Context: an optimization exercise on an open-source flow, tuned for a short achievable clock period and few clock cycles. The choices shown serve that exercise and are no tape-out recipe.
The RTL was checked by simulation tests, not by an equivalence proof against the original design.
Power is estimated from default activity; no workload was simulated.

==> flow/design.v <==
module cs6461_core (
    input  wire        clk,
    input  wire        rst,           
    input  wire        start,         
    output reg         mem_en,
    output reg         mem_we,
    output reg  [10:0] mem_addr,
    output reg  [15:0] mem_wdata,
    input  wire [15:0] mem_rdata,
    output wire        in_ready,
    input  wire        in_valid,
    input  wire [15:0] in_data,
    output reg         out_valid,
    output reg  [15:0] out_base,
    output reg  [15:0] out_count,
    output wire        halted,
    output reg  [2:0]  fault_code,
    output wire [11:0] pc,
    output wire [15:0] gpr0,
    output wire [15:0] gpr1,
    output wire [15:0] gpr2,
    output wire [15:0] gpr3,
    output wire [15:0] ixr1,
    output wire [15:0] ixr2,
    output wire [15:0] ixr3,
    output wire [15:0] fr0,
    output wire [15:0] fr1,
    output wire [3:0]  cc,            
    output wire        carry,
    output reg  [15:0] bp_predictions,
    output reg  [15:0] bp_correct
);
    localparam [5:0] OP_HLT  = 6'o00, OP_LDR  = 6'o01, OP_STR  = 6'o02,
                     OP_LDA  = 6'o03, OP_AMR  = 6'o04, OP_SMR  = 6'o05,
                     OP_AIR  = 6'o06, OP_SIR  = 6'o07, OP_JZ   = 6'o10,
                     OP_JNE  = 6'o11, OP_JCC  = 6'o12, OP_JMA  = 6'o13,
                     OP_JSR  = 6'o14, OP_RFS  = 6'o15, OP_SOB  = 6'o16,
                     OP_JGE  = 6'o17, OP_MLT  = 6'o20, OP_DVD  = 6'o21,
                     OP_TRR  = 6'o22, OP_AND  = 6'o23, OP_ORR  = 6'o24,
                     OP_NOT  = 6'o25, OP_SRC  = 6'o31, OP_RRC  = 6'o32,
                     OP_FADD = 6'o33, OP_FSUB = 6'o34, OP_VADD = 6'o35,
                     OP_VSUB = 6'o36, OP_CNVRT= 6'o37, OP_LDX  = 6'o41,
                     OP_STX  = 6'o42, OP_LDFR = 6'o50, OP_STFR = 6'o51,
                     OP_IN   = 6'o61, OP_OUT  = 6'o62;
    localparam [2:0] F_NONE = 3'd0, F_OOR = 3'd1, F_RESERVED = 3'd2,
                     F_BADREG = 3'd3, F_BADIX = 3'd4, F_DIVZERO = 3'd5,
                     F_REFUSED = 3'd6;
    localparam [3:0] S_HALT  = 4'd0,  S_FETCH = 4'd1,  S_IR    = 4'd2,
                     S_DEC   = 4'd3,  S_IND   = 4'd4,  S_MEMOP = 4'd5,
                     S_OPND  = 4'd6,  S_VP1   = 4'd7,  S_VP2   = 4'd8,
                     S_VLOOP = 4'd9,  S_VX    = 4'd10, S_VY    = 4'd11,
                     S_DIV   = 4'd12, S_IN    = 4'd13;
    reg [3:0]  state;
    reg [15:0] gpr [0:3];
    reg [15:0] ixr [1:3];
    reg [15:0] fr  [0:1];
    reg [3:0]  ccr;
    reg        carry_r;
    reg [11:0] pc_r;            
    reg [15:0] ir;
    reg [1:0]  bht [0:127];
    reg [10:0] ia;              
    reg [10:0] ea;              
    reg [10:0] vp1, vp2;        
    reg [15:0] vcnt;            
    reg [15:0] vx;              
    reg [15:0] in_base;         
    reg [15:0] in_num;          
    reg [1:0]  in_dest;
    reg [4:0]  div_cnt;
    reg [15:0] div_q;           
    reg [16:0] div_r;           
    reg [15:0] div_d;           
    reg        div_qneg, div_rneg;
    assign halted   = (state == S_HALT);
    assign in_ready = (state == S_IN);
    assign pc    = pc_r;
    assign gpr0  = gpr[0];
    assign gpr1  = gpr[1];
    assign gpr2  = gpr[2];
    assign gpr3  = gpr[3];
    assign ixr1  = ixr[1];
    assign ixr2  = ixr[2];
    assign ixr3  = ixr[3];
    assign fr0   = fr[0];
    assign fr1   = fr[1];
    assign cc    = ccr;
    assign carry = carry_r;
    wire [5:0]  opc   = ir[15:10];
    wire [1:0]  f_r   = ir[9:8];
    wire [1:0]  f_ix  = ir[7:6];
    wire        f_i   = ir[5];
    wire [4:0]  f_adr = ir[4:0];
    wire [3:0]  f_cnt = ir[3:0];
    wire        f_al  = ir[7];
    wire        f_lr  = ir[6];
    wire [15:0] reg_r  = gpr[f_r];
    wire [15:0] reg_y  = gpr[f_ix];
    wire [15:0] reg_fr = fr[f_r[0]];
    wire uses_ea = (opc == OP_LDR)  || (opc == OP_STR)  || (opc == OP_LDA)  ||
                   (opc == OP_AMR)  || (opc == OP_SMR)  || (opc == OP_JZ)   ||
                   (opc == OP_JNE)  || (opc == OP_JCC)  || (opc == OP_JMA)  ||
                   (opc == OP_JSR)  || (opc == OP_SOB)  || (opc == OP_JGE)  ||
                   (opc == OP_FADD) || (opc == OP_FSUB) || (opc == OP_VADD) ||
                   (opc == OP_VSUB) || (opc == OP_LDX)  || (opc == OP_STX)  ||
                   (opc == OP_LDFR) || (opc == OP_STFR);
    wire fr_sel = (opc == OP_FADD) || (opc == OP_FSUB) || (opc == OP_VADD) ||
                  (opc == OP_VSUB) || (opc == OP_LDFR) || (opc == OP_STFR);
    wire [16:0] ea_direct = {12'd0, f_adr} + ((f_ix != 2'd0) ? {1'b0, ixr[f_ix]} : 17'd0);
    wire [11:0] fall_pc = {1'b0, ia} + 12'd1;
    wire [15:0] sob_val = reg_r - 16'd1;
    reg br_taken;
    always @(*) begin
        case (opc)
            OP_JZ:   br_taken = (reg_r == 16'd0);
            OP_JNE:  br_taken = (reg_r != 16'd0);
            OP_JCC:  br_taken = ccr[f_r];
            OP_SOB:  br_taken = !sob_val[15] && (sob_val != 16'd0);
            OP_JGE:  br_taken = !reg_r[15];
            default: br_taken = 1'b1;    
        endcase
    end
    wire [11:0] br_target = (opc == OP_RFS) ? gpr[3][11:0] : {1'b0, ea};
    wire [11:0] br_actual = br_taken ? br_target : fall_pc;
    wire [1:0]  bht_cur   = bht[ia[6:0]];
    wire [11:0] br_pred   = bht_cur[1] ? br_target : fall_pc;
    wire [1:0]  bht_next  = br_taken ? ((bht_cur == 2'd3) ? 2'd3 : bht_cur + 2'd1)
                                     : ((bht_cur == 2'd0) ? 2'd0 : bht_cur - 2'd1);
    wire [15:0] opnd    = mem_rdata;
    wire [15:0] amr_res = reg_r + opnd;
    wire [15:0] smr_res = reg_r - opnd;
    wire        amr_ovf = (reg_r[15] == opnd[15]) && (amr_res[15] != reg_r[15]);
    wire        smr_unf = (reg_r[15] != opnd[15]) && (smr_res[15] != reg_r[15]);
    wire [15:0] air_res = reg_r + {11'd0, f_adr};
    wire [15:0] sir_res = reg_r - {11'd0, f_adr};
    wire        sir_unf = reg_r[15] && !sir_res[15];
    wire signed [31:0] mlt_prod = $signed(reg_r) * $signed(reg_y);
    reg [15:0] sh_res;
    reg        sh_c;
    reg [16:0] ring;
    always @(*) begin
        sh_res = reg_r;
        sh_c   = carry_r;
        ring   = {carry_r, reg_r};
        if (opc == OP_SRC) begin
            if (f_lr) begin
                sh_res = reg_r << f_cnt;
                sh_c   = reg_r[4'd0 - f_cnt];
            end else begin
                if (f_al) sh_res = reg_r >> f_cnt;
                else      sh_res = $signed(reg_r) >>> f_cnt;
                sh_c = reg_r[f_cnt - 4'd1];
            end
        end else begin
            if (f_al) begin
                if (f_lr) sh_res = (reg_r << f_cnt) | (reg_r >> (5'd16 - {1'b0, f_cnt}));
                else      sh_res = (reg_r >> f_cnt) | (reg_r << (5'd16 - {1'b0, f_cnt}));
            end else begin
                if (f_lr) ring = ({carry_r, reg_r} << f_cnt) | ({carry_r, reg_r} >> (5'd17 - {1'b0, f_cnt}));
                else      ring = ({carry_r, reg_r} >> f_cnt) | ({carry_r, reg_r} << (5'd17 - {1'b0, f_cnt}));
                sh_res = ring[15:0];
                sh_c   = ring[16];
            end
        end
    end
    wire        fp_neg = (opc == OP_FSUB);
    wire [15:0] fa = reg_fr;
    wire [15:0] fb = opnd;
    wire        fsa = fa[15];
    wire        fsb = fb[15] ^ fp_neg;
    wire [6:0]  fea = fa[14:8];
    wire [6:0]  feb = fb[14:8];
    wire [8:0]  fma = {1'b1, fa[7:0]};
    wire [8:0]  fmb = {1'b1, fb[7:0]};
    wire        fa_ge = (fea >= feb);
    wire [6:0]  fdiff = fa_ge ? (fea - feb) : (feb - fea);
    wire [8:0]  fma_al = fa_ge ? fma : ((fdiff >= 7'd9) ? 9'd0 : (fma >> fdiff));
    wire [8:0]  fmb_al = fa_ge ? ((fdiff >= 7'd9) ? 9'd0 : (fmb >> fdiff)) : fmb;
    wire [6:0]  fe_big = fa_ge ? fea : feb;
    wire signed [10:0] fsum = (fsa ? -$signed({2'b00, fma_al}) : $signed({2'b00, fma_al})) +
                              (fsb ? -$signed({2'b00, fmb_al}) : $signed({2'b00, fmb_al}));
    wire        fs_res = fsum[10];
    wire [9:0]  fmag   = fs_res ? (-fsum[9:0]) : fsum[9:0];
    reg [3:0] f_lz;
    integer k;
    always @(*) begin
        f_lz = 4'd9;
        for (k = 0; k < 9; k = k + 1)
            if (fmag[k]) f_lz = 4'd8 - k[3:0];
    end
    reg [8:0]  fm_n;
    reg [8:0]  fe_n;            
    always @(*) begin
        if (fmag[9]) begin
            fm_n = fmag[9:1];
            fe_n = {2'b00, fe_big} + 9'd1;
        end else begin
            fm_n = fmag[8:0] << f_lz;
            fe_n = {2'b00, fe_big} - {5'd0, f_lz};
        end
    end
    wire fp_refuse = (fa[14:0] == 15'd0) || (fb[14:0] == 15'd0) || (fsum == 11'sd0) ||
                     fe_n[8] || fe_n[7] || ((fe_n[6:0] == 7'd0) && (fm_n[7:0] == 8'd0));
    wire [15:0] fp_res = {fs_res, fe_n[6:0], fm_n[7:0]};
    wire [16:0] va1 = {6'd0, vp1} + {1'b0, vcnt};
    wire [16:0] va2 = {6'd0, vp2} + {1'b0, vcnt};
    wire [15:0] vres = (opc == OP_VSUB) ? (vx - mem_rdata) : (vx + mem_rdata);
    wire [15:0] in_n_dec   = ($signed(gpr[3]) <= 0) ? 16'd20 : gpr[3];
    wire [16:0] in_last    = {1'b0, reg_r} + {1'b0, in_n_dec} - 17'd1;
    always @(*) begin
        mem_en    = 1'b0;
        mem_we    = 1'b0;
        mem_addr  = 11'd0;
        mem_wdata = 16'd0;
        case (state)
            S_FETCH: if (pc_r <= 12'd2047) begin
                mem_en   = 1'b1;
                mem_addr = pc_r[10:0];
            end
            S_DEC: if (uses_ea && f_i && ea_direct <= 17'd2047 && ea_direct > 17'd5 &&
                       !(fr_sel && f_r[1]) &&
                       !((opc == OP_LDX || opc == OP_STX) && f_ix == 2'd0)) begin
                mem_en   = 1'b1;
                mem_addr = ea_direct[10:0];
            end
            S_MEMOP: begin
                mem_addr = ea;
                case (opc)
                    OP_LDR, OP_AMR, OP_SMR, OP_LDX, OP_FADD, OP_FSUB, OP_LDFR:
                        mem_en = 1'b1;
                    OP_STR: begin
                        mem_en = 1'b1; mem_we = 1'b1; mem_wdata = reg_r;
                    end
                    OP_STX: begin
                        mem_en = 1'b1; mem_we = 1'b1; mem_wdata = ixr[f_ix];
                    end
                    OP_STFR: begin
                        mem_en = 1'b1; mem_we = 1'b1; mem_wdata = reg_fr;
                    end
                    OP_VADD, OP_VSUB:
                        mem_en = (ea != 11'd2047);
                    default: ;
                endcase
            end
            S_VP1: begin
                mem_en   = 1'b1;
                mem_addr = ea + 11'd1;
            end
            S_VLOOP: if (vcnt != reg_fr && va1 <= 17'd2047 && va1 > 17'd5 &&
                         va2 <= 17'd2047 && va2 > 17'd5) begin
                mem_en   = 1'b1;
                mem_addr = va1[10:0];
            end
            S_VX: begin
                mem_en   = 1'b1;
                mem_addr = vp2 + vcnt[10:0];
            end
            S_VY: begin
                mem_en    = 1'b1;
                mem_we    = 1'b1;
                mem_addr  = vp1 + vcnt[10:0];
                mem_wdata = vres;
            end
            S_IN: if (in_valid) begin
                mem_en    = 1'b1;
                mem_we    = 1'b1;
                mem_addr  = in_base[10:0] + vcnt[10:0];
                mem_wdata = in_data;
            end
            default: ;
        endcase
    end
    integer i;
    always @(posedge clk) begin
        out_valid <= 1'b0;
        if (rst) begin
            state          <= S_HALT;
            for (i = 0; i < 4; i = i + 1) gpr[i] <= 16'd0;
            for (i = 1; i < 4; i = i + 1) ixr[i] <= 16'd0;
            fr[0]          <= 16'd0;
            fr[1]          <= 16'd0;
            ccr            <= 4'd0;
            carry_r        <= 1'b0;
            pc_r           <= 12'd0;
            ir             <= 16'd0;
            for (i = 0; i < 128; i = i + 1) bht[i] <= 2'd1;
            bp_predictions <= 16'd0;
            bp_correct     <= 16'd0;
            fault_code     <= F_NONE;
            out_base       <= 16'd0;
            out_count      <= 16'd0;
            ia             <= 11'd0;
            ea             <= 11'd0;
            vp1            <= 11'd0;
            vp2            <= 11'd0;
            vcnt           <= 16'd0;
            vx             <= 16'd0;
            in_base        <= 16'd0;
            in_num         <= 16'd0;
            in_dest        <= 2'd0;
            div_cnt        <= 5'd0;
            div_q          <= 16'd0;
            div_r          <= 17'd0;
            div_d          <= 16'd0;
            div_qneg       <= 1'b0;
            div_rneg       <= 1'b0;
        end else begin
            case (state)
            S_HALT: begin
                if (start) begin
                    fault_code <= F_NONE;
                    state      <= S_FETCH;
                end
            end
            S_FETCH: begin
                if (pc_r > 12'd2047) begin
                    fault_code <= F_OOR;
                    state      <= S_HALT;
                end else begin
                    ia    <= pc_r[10:0];
                    state <= S_IR;
                end
            end
            S_IR: begin
                ir    <= mem_rdata;
                pc_r  <= pc_r + 12'd1;
                state <= S_DEC;
            end
            S_DEC: begin
                state <= S_FETCH;
                if (uses_ea) begin
                    if (fr_sel && f_r[1]) begin
                        fault_code <= F_BADREG;
                        state      <= S_HALT;
                    end else if ((opc == OP_LDX || opc == OP_STX) && f_ix == 2'd0) begin
                        fault_code <= F_BADIX;
                        state      <= S_HALT;
                    end else if (ea_direct > 17'd2047) begin
                        fault_code <= F_OOR;
                        state      <= S_HALT;
                    end else if (ea_direct <= 17'd5) begin
                        fault_code <= F_RESERVED;
                        state      <= S_HALT;
                    end else begin
                        ea    <= ea_direct[10:0];
                        state <= f_i ? S_IND : S_MEMOP;
                    end
                end else begin
                    case (opc)
                    OP_HLT: state <= S_HALT;
                    OP_AIR: if (f_adr != 5'd0) gpr[f_r] <= air_res;
                    OP_SIR: if (f_adr != 5'd0) begin
                        gpr[f_r] <= sir_res;
                        if (sir_unf) ccr[1] <= 1'b1;
                    end
                    OP_RFS: begin
                        if (gpr[3] > 16'd2047) begin
                            fault_code <= F_OOR;
                            state      <= S_HALT;
                        end else begin
                            gpr[0]         <= {11'd0, f_adr};
                            bp_predictions <= bp_predictions + 16'd1;
                            if (br_pred == br_actual) bp_correct <= bp_correct + 16'd1;
                            bht[ia[6:0]]   <= bht_next;
                            pc_r           <= br_actual;
                        end
                    end
                    OP_MLT: begin
                        if (f_r[0] || f_ix[0]) begin
                            fault_code <= F_BADREG;
                            state      <= S_HALT;
                        end else begin
                            gpr[f_r]        <= mlt_prod[31:16];
                            gpr[f_r | 2'd1] <= mlt_prod[15:0];
                        end
                    end
                    OP_DVD: begin
                        if (f_r[0] || f_ix[0]) begin
                            fault_code <= F_BADREG;
                            state      <= S_HALT;
                        end else if (reg_y == 16'd0) begin
                            ccr[2]     <= 1'b1;
                            fault_code <= F_DIVZERO;
                            state      <= S_HALT;
                        end else begin
                            div_q    <= reg_r[15] ? -reg_r : reg_r;
                            div_d    <= reg_y[15] ? -reg_y : reg_y;
                            div_r    <= 17'd0;
                            div_qneg <= reg_r[15] ^ reg_y[15];
                            div_rneg <= reg_r[15];
                            div_cnt  <= 5'd0;
                            state    <= S_DIV;
                        end
                    end
                    OP_TRR: if (reg_r == reg_y) ccr[3] <= 1'b1;
                    OP_AND: gpr[f_r] <= reg_r & reg_y;
                    OP_ORR: gpr[f_r] <= reg_r | reg_y;
                    OP_NOT: gpr[f_r] <= ~reg_r;
                    OP_SRC: if (f_cnt != 4'd0) begin
                        gpr[f_r] <= sh_res;
                        carry_r  <= sh_c;
                        ccr[3]   <= (sh_res == 16'd0);
                    end
                    OP_RRC: if (f_cnt != 4'd0) begin
                        gpr[f_r] <= sh_res;
                        carry_r  <= sh_c;
                    end
                    OP_CNVRT: begin
                        fault_code <= F_REFUSED;
                        state      <= S_HALT;
                    end
                    OP_IN: begin
                        if (f_adr != 5'd0) begin
                            fault_code <= F_REFUSED;
                            state      <= S_HALT;
                        end else if (reg_r > 16'd2047) begin
                            fault_code <= F_OOR;
                            state      <= S_HALT;
                        end else if (reg_r <= 16'd5) begin
                            fault_code <= F_RESERVED;
                            state      <= S_HALT;
                        end else if (in_last > 17'd2047) begin
                            fault_code <= F_OOR;
                            state      <= S_HALT;
                        end else begin
                            in_base <= reg_r;
                            in_num  <= in_n_dec;
                            in_dest <= f_r;
                            vcnt    <= 16'd0;
                            state   <= S_IN;
                        end
                    end
                    OP_OUT: begin
                        if (f_adr != 5'd1) begin
                            fault_code <= F_REFUSED;
                            state      <= S_HALT;
                        end else begin
                            out_valid <= 1'b1;
                            out_base  <= gpr[0];
                            out_count <= gpr[3];
                        end
                    end
                    default: ;    
                    endcase
                end
            end
            S_IND: begin
                if (mem_rdata[10:0] <= 11'd5) begin
                    fault_code <= F_RESERVED;
                    state      <= S_HALT;
                end else begin
                    ea    <= mem_rdata[10:0];
                    state <= S_MEMOP;
                end
            end
            S_MEMOP: begin
                state <= S_FETCH;
                case (opc)
                OP_LDR, OP_AMR, OP_SMR, OP_LDX, OP_FADD, OP_FSUB, OP_LDFR:
                    state <= S_OPND;
                OP_LDA: gpr[f_r] <= {5'd0, ea};
                OP_JZ, OP_JNE, OP_JCC, OP_JMA, OP_JSR, OP_SOB, OP_JGE: begin
                    if (opc == OP_JSR) gpr[3] <= {4'd0, fall_pc};
                    if (opc == OP_SOB) gpr[f_r] <= sob_val;
                    bp_predictions <= bp_predictions + 16'd1;
                    if (br_pred == br_actual) bp_correct <= bp_correct + 16'd1;
                    bht[ia[6:0]]   <= bht_next;
                    pc_r           <= br_actual;
                end
                OP_VADD, OP_VSUB: begin
                    if (ea == 11'd2047) begin
                        fault_code <= F_OOR;
                        state      <= S_HALT;
                    end else begin
                        state <= S_VP1;
                    end
                end
                default: ;    
                endcase
            end
            S_OPND: begin
                state <= S_FETCH;
                case (opc)
                OP_LDR:  gpr[f_r] <= opnd;
                OP_LDX:  ixr[f_ix] <= opnd;
                OP_LDFR: fr[f_r[0]] <= opnd;
                OP_AMR: begin
                    gpr[f_r] <= amr_res;
                    if (amr_ovf) ccr[0] <= 1'b1;
                end
                OP_SMR: begin
                    gpr[f_r] <= smr_res;
                    if (smr_unf) ccr[1] <= 1'b1;
                end
                OP_FADD, OP_FSUB: begin
                    if (fp_refuse) begin
                        fault_code <= F_REFUSED;
                        state      <= S_HALT;
                    end else begin
                        fr[f_r[0]] <= fp_res;
                    end
                end
                default: ;
                endcase
            end
            S_VP1: begin
                vp1   <= mem_rdata[10:0];
                state <= S_VP2;
            end
            S_VP2: begin
                vp2   <= mem_rdata[10:0];
                vcnt  <= 16'd0;
                state <= S_VLOOP;
            end
            S_VLOOP: begin
                if (vcnt == reg_fr) begin
                    state <= S_FETCH;
                end else if (va1 > 17'd2047) begin
                    fault_code <= F_OOR;
                    state      <= S_HALT;
                end else if (va1 <= 17'd5) begin
                    fault_code <= F_RESERVED;
                    state      <= S_HALT;
                end else if (va2 > 17'd2047) begin
                    fault_code <= F_OOR;
                    state      <= S_HALT;
                end else if (va2 <= 17'd5) begin
                    fault_code <= F_RESERVED;
                    state      <= S_HALT;
                end else begin
                    state <= S_VX;
                end
            end
            S_VX: begin
                vx    <= mem_rdata;
                state <= S_VY;
            end
            S_VY: begin
                vcnt  <= vcnt + 16'd1;
                state <= S_VLOOP;
            end
            S_DIV: begin
                if (div_cnt == 5'd16) begin
                    gpr[f_r]        <= div_qneg ? -div_q : div_q;
                    gpr[f_r | 2'd1] <= div_rneg ? -div_r[15:0] : div_r[15:0];
                    state           <= S_FETCH;
                end else begin
                    if ({div_r[15:0], div_q[15]} >= {1'b0, div_d}) begin
                        div_r <= {div_r[15:0], div_q[15]} - {1'b0, div_d};
                        div_q <= {div_q[14:0], 1'b1};
                    end else begin
                        div_r <= {div_r[15:0], div_q[15]};
                        div_q <= {div_q[14:0], 1'b0};
                    end
                    div_cnt <= div_cnt + 5'd1;
                end
            end
            S_IN: begin
                if (in_valid) begin
                    if (vcnt == 16'd0) gpr[in_dest] <= in_data;
                    vcnt <= vcnt + 16'd1;
                    if (vcnt + 16'd1 == in_num) state <= S_FETCH;
                end
            end
            default: state <= S_HALT;
            endcase
        end
    end
endmodule
==> flow/run.sh <==
#!/bin/bash
# synth_recipe.tcl (not shown) runs the flow's synth.tcl, then flattens the netlist and writes it again
# the make line also repeats each setting of config.mk as NAME=value (left out here)
make -C /OpenROAD-flow-scripts/flow DESIGN_CONFIG=/design/flow/config.mk WORK_HOME=/design/flow/orfs CLKGATE_MAP_FILE= SYNTH_SCRIPT=/design/flow/synth_recipe.tcl finish
==> flow/config.mk <==
export PLATFORM = sky130hd
export DESIGN_NAME = cs6461_core
export DESIGN_NICKNAME = cs6461_core
export VERILOG_FILES = /design/flow/design.v
export SDC_FILE = /design/flow/constraint.sdc
export NUM_CORES = 4
export LEC_CHECK = 0
export CAP_MARGIN = 20
export CORE_MARGIN = 2
export CORE_UTILIZATION = 40
export SLEW_MARGIN = 20
==> flow/constraint.sdc <==
create_clock -name core_clock -period 12.0 [get_ports {clk}]
set_input_delay 2.4000 -clock core_clock [delete_from_list [all_inputs] [get_ports {clk}]]
set_output_delay 2.4000 -clock core_clock [all_outputs]
set_load 0.01 [all_outputs]
==> summary.txt <==
-- where the power goes --
group	total [uW]	switching, uW	internal, uW
registers	2610	57.8	2550
clock network	2680	1150	1530
logic	7190	4460	2730
total	12500	5660	6820
-- cells by family (layout without fill, tap and decap cells) --
family | Yosys count | after routing | synth area share (%)
simple gates | 2627 | 2627 | 18.77
compound gates | 1747 | 1747 | 17.37
mux | 326 | 326 | 8.027
fa+ha+maj | 596 | 596 | 15.36
other cells | 1 | 3 | 0.006036
flops | 692 | 692 | 29.00
xor+xnor | 355 | 355 | 5.051
buf+inv | 1057 | 1285 | 6.420
-- how the worst max path moves through the flow --
stage	cells after the start	to	startpoint
after floorplan	42	fr[1][0]	mem_rdata[8]
after global placement	40	fr[0][2]	mem_rdata[8]
after detailed placement	40	fr[0][14]	mem_rdata[8]
after CTS	40	fr[0][9]	mem_rdata[8]
after global routing	43	fr[0][9]	mem_rdata[14]
final	40	fr[0][5]	mem_rdata[8]
-- worst reg2reg max path, delay by kind of cell, from the launching register on --
| kind | cells | cell delay [ns] |
|---|---|---|
| mux | 3 | 1.33 |
| buf+inv | 2 | 0.42 |
| compound gates | 16 | 2.87 |
| flops | 1 | 0.73 |
| simple gates | 16 | 3.15 |
| fa+ha+maj | 4 | 1.51 |
| xor+xnor | 1 | 0.43 |
-- registers in the layout, indices dropped and copies added, names as in the netlist, 32 cells and up, named ones only --
signal / cells
bht: 256
fr: 32
ixr: 64
gpr: 64
-- Yosys cell counts (103+ instances only) --
library cell | count | share of area [%]
sky130_fd_sc_hd__a21oi_1 | 500 | 4.0
sky130_fd_sc_hd__clkbuf_1 | 464 | 2.8
sky130_fd_sc_hd__dfxtp_1 | 276 | 8.9
sky130_fd_sc_hd__edfxtp_1 | 416 | 20
sky130_fd_sc_hd__fa_1 | 278 | 9.0
sky130_fd_sc_hd__ha_1 | 317 | 6.4
sky130_fd_sc_hd__inv_1 | 492 | 3.0
sky130_fd_sc_hd__mux2i_1 | 141 | 2.3
sky130_fd_sc_hd__mux4_2 | 132 | 4.8
sky130_fd_sc_hd__nand2_1 | 990 | 6.0
sky130_fd_sc_hd__nand3_1 | 131 | 1.1
sky130_fd_sc_hd__nor2_1 | 768 | 4.6
sky130_fd_sc_hd__nor3_1 | 267 | 2.2
sky130_fd_sc_hd__o21ai_0 | 501 | 4.0
sky130_fd_sc_hd__xnor2_1 | 250 | 3.5
sky130_fd_sc_hd__xor2_1 | 103 | 1.5
-- layer usage --
metal  global-route usage (%)  routed length (um)  vias up
li1                         -                   -    26380
met1                    44.99              108700    29170
met2                    50.63              117800     3515
met3                    7.437               28990      773
met4                    17.35               17000       12
met5                        0                  83        -
-- placed cells by master (no fill, tap or decap), types with 42 or more instances in the layout --
| cell | n |
|---|---|
| sky130_fd_sc_hd__a21o_1 | 69 |
| sky130_fd_sc_hd__and3_1 | 61 |
| sky130_fd_sc_hd__clkbuf_16 | 84 |
| sky130_fd_sc_hd__a221oi_1 | 52 |
| sky130_fd_sc_hd__xnor2_1 | 248 |
| sky130_fd_sc_hd__mux2_2 | 51 |
| sky130_fd_sc_hd__o21bai_1 | 42 |
| sky130_fd_sc_hd__edfxtp_1 | 416 |
| sky130_fd_sc_hd__dfxtp_1 | 264 |
| sky130_fd_sc_hd__clkdlybuf4s50_1 | 294 |
| sky130_fd_sc_hd__nor2_1 | 765 |
| sky130_fd_sc_hd__a31oi_1 | 43 |
| sky130_fd_sc_hd__inv_1 | 492 |
| sky130_fd_sc_hd__nand4_1 | 74 |
| sky130_fd_sc_hd__nor2b_1 | 42 |
| sky130_fd_sc_hd__mux2i_1 | 139 |
| sky130_fd_sc_hd__ha_1 | 317 |
| sky130_fd_sc_hd__nor4_1 | 45 |
| sky130_fd_sc_hd__a211oi_1 | 75 |
| sky130_fd_sc_hd__a21oi_1 | 498 |
| sky130_fd_sc_hd__or3_1 | 54 |
| sky130_fd_sc_hd__nor3_1 | 257 |
| sky130_fd_sc_hd__nand3_1 | 131 |
| sky130_fd_sc_hd__and2_1 | 51 |
| sky130_fd_sc_hd__a22oi_1 | 46 |
| sky130_fd_sc_hd__o22ai_1 | 60 |
| sky130_fd_sc_hd__fa_1 | 278 |
| sky130_fd_sc_hd__mux4_2 | 132 |
| sky130_fd_sc_hd__nand2_1 | 990 |
| sky130_fd_sc_hd__buf_4 | 325 |
| sky130_fd_sc_hd__nand2b_1 | 56 |
| sky130_fd_sc_hd__xor2_1 | 102 |
| sky130_fd_sc_hd__o21ai_0 | 492 |
-- final cells by class --
cell class / instances / area [um^2] / area share (%)
diodes: 2 / 5.005 / 0.007036
repair buffers: 621 / 5418 / 7.617
clock inverters: 51 / 645.6 / 0.9077
clock buffers: 104 / 2217 / 3.117
well taps: 2044 / 2557 / 3.596
multi-input cells: 5652 / 40330 / 56.71
inverters: 509 / 1913 / 2.690
flip-flops and latches: 692 / 18040 / 25.36
-- per-stage QoR --
| stage | std cells | power (uW) | utilization, % | setup slack [ns] |
|---|---|---|---|---|
| CTS | 9671 | 12380 | 46.10 | 0.8051 |
| floorplan | 7401 | 7362 | - | 0.02367 |
| detailed placement | 9516 | 9674 | 44.24 | 0.1434 |
| global placement | 9516 | 9618 | 44.24 | 0.1566 |
| global route | 9673 | 13230 | 46.11 | -0.001842 |
| finish | 9675 | 12480 | 46.12 | 0.7281 |
==> metrics.csv <==
stage,metric,value,unit
timing,rsz0062_at_grt,true,
place,detailed_place.area,68230,um^2
layout,syn2layout_area_growth,14.48,%
timing,hold_viol,0,
timing,final.setup_skew,0.06645,ns
layout,final_cell_area,71130,um^2
layout,final_layout_size_suffix_gt1_share,9.595,%
detailed_routing,detail_route.vias_per_cell,6.185,
timing,final.period_utilization,93.93,%
global_route,pin_count_of_the_biggest_net_entering_global_routing,81,
layout,fillCellCount,15180,
synthesis,synth_sequential_area_ratio,29.00,%
run,max-cap-violations,0,
synthesis,synth_seq_cells,692,
detailed_routing,ant_nets,0,
synthesis,synth-async-reset-ratio,0,%
detailed_routing,wl_per_cell,28.17,um
place,port-buffer-count,295,
cts,post_cts.resized_instances,0,
timing,fin_worst_hold_slack,0.4497,ns
synthesis,synth-edff-count,416,
critical_path,worstSetupEndpointType,flop,
global_route,grt_first_pass_wirelength,393900,um
critical_path,timing.critical_path.buf_inv,3,
global_route,number_of_antenna_violations_at_the_first_check_in_global_routing,11,
place,dpl_wire_length,202800,um
cts,cts_post_setup_buffers_inserted,0,
cts,clock_sinks,692,
critical_path,path_common_cell,sky130_fd_sc_hd__a21oi_1,
timing,setup_viol,0,
min_path,hold_path_depth,2,
global_route,grt_pass1_vias,56790,
place,finalWeightedCongestion,1.021,
cts,postCtsHoldBufs,0,
synthesis,ys.flop_type,sky130_fd_sc_hd__edfxtp_1,
critical_path,setup.worst_path.start_class,input port,
cts,clock_slew_seen_by_the_registers_of_the_worst_setup_and_hold_paths,0.06,ns
synthesis,synth.cell_area,62130,um^2
cts,clkLatencyLatePin,0.74,ns
cts,cts-root-buf,sky130_fd_sc_hd__clkbuf_16,
critical_path,cp_slowest_stage_delay,0.60,ns
synthesis,syn-num-nets,8032,
critical_path,ff2ff_path_depth,42,
cts,clock_tree.htree_level_count,3,
critical_path,worst_path_max_delay_cell,sky130_fd_sc_hd__or4_4,
global_route,overflow,0,
min_path,timing.hold.worst_endpoint,out_base[11],
detailed_routing,route.vias.total,59840,
timing,worstMarginPinSlew,1.140,ns
pwr,power.ir.vdd_worst,0.2729,mV
run_status,run_status,timing/DRC/antenna clean,
min_path,holdCritPathClass,flop to flop,
floorplanning,die_h,398.1,um
timing,report.final.slew_viol_count,0,
timing,finalCriticalPeriod,11.27,ns
detailed_routing,detail_route.iter0.violations,7235,
floorplanning,dieWidth,398.1,um
pwr,pwrdens,175.5,nW/um^2
layout,final_net_count,8190,
timing,tns,0,ns
floorplanning,initial_utilization,40.28,%
synthesis,ys.warnings.count,1,
timing,maxSlewHeadroom,23.03,%
cts,cts.path.max_buffers,3,
min_path,worstHoldStart,out_base[11],
critical_path,path_delay_family,simple AND/OR/NAND/NOR gates,
critical_path,worst-endpoint-required,12.35,ns
synthesis,syn_area_per_cell,8.395,um^2
cts,cts_tree,yes,
cts,cts_buf_count,83,
global_route,groute.usage.overall,33.55,%
critical_path,worstReg2RegEnd,fr[0][5],
floorplanning,num_io_pins,296,
floorplanning,die_area,158500,um^2
detailed_routing,drt_pass1_iterations,8,
critical_path,critical_path_peak_fanout,16,
detailed_routing,routed_wirelength,272500,um
pwr,static-leakage-power,0.02663,uW
critical_path,reg2reg_setup_slack,1.25,ns
floorplanning,rows,144,
synthesis,ys_types,104,
critical_path,timing.critical_path.arrival,11.63,ns
detailed_routing,drc_errors,0,
synthesis,synthCells,7401,
floorplanning,coreArea,154200,um^2
timing,maxClockFrequency,88.72,MHz
critical_path,setup.worst_path.class,input port to flop,
Testbench counts, summed over its fixed seeds: cycles 580,008.

[separate check: timing with driven ports]
No port has a modelled driver above. Below, the same layout with a new extraction and two added sets of constraints.
Step 1: set_driving_cell puts a clkbuf_16 on clk and a buf_2 on each other input, an assumption about the parent block.
Step 2 moves the port delays by t, midway between the first and last clock arrival at a register: inputs arrive t later, outputs are due t later. That takes back most of the time a late clock gives input paths.
Three values: no drivers, after step 1, after step 2; two values: the first two.
t, ns: 0.793
setup WS [ns]: 0.728 / 0.787 / -0.007
worst register clock-pin slew, ns: 0.07 / 0.07
Met with ideal ports but missed after step 2: setup timing in this run. For this run, drivers alone change the setup slack by +0.059 ns; drivers and shift together by -0.735 ns.
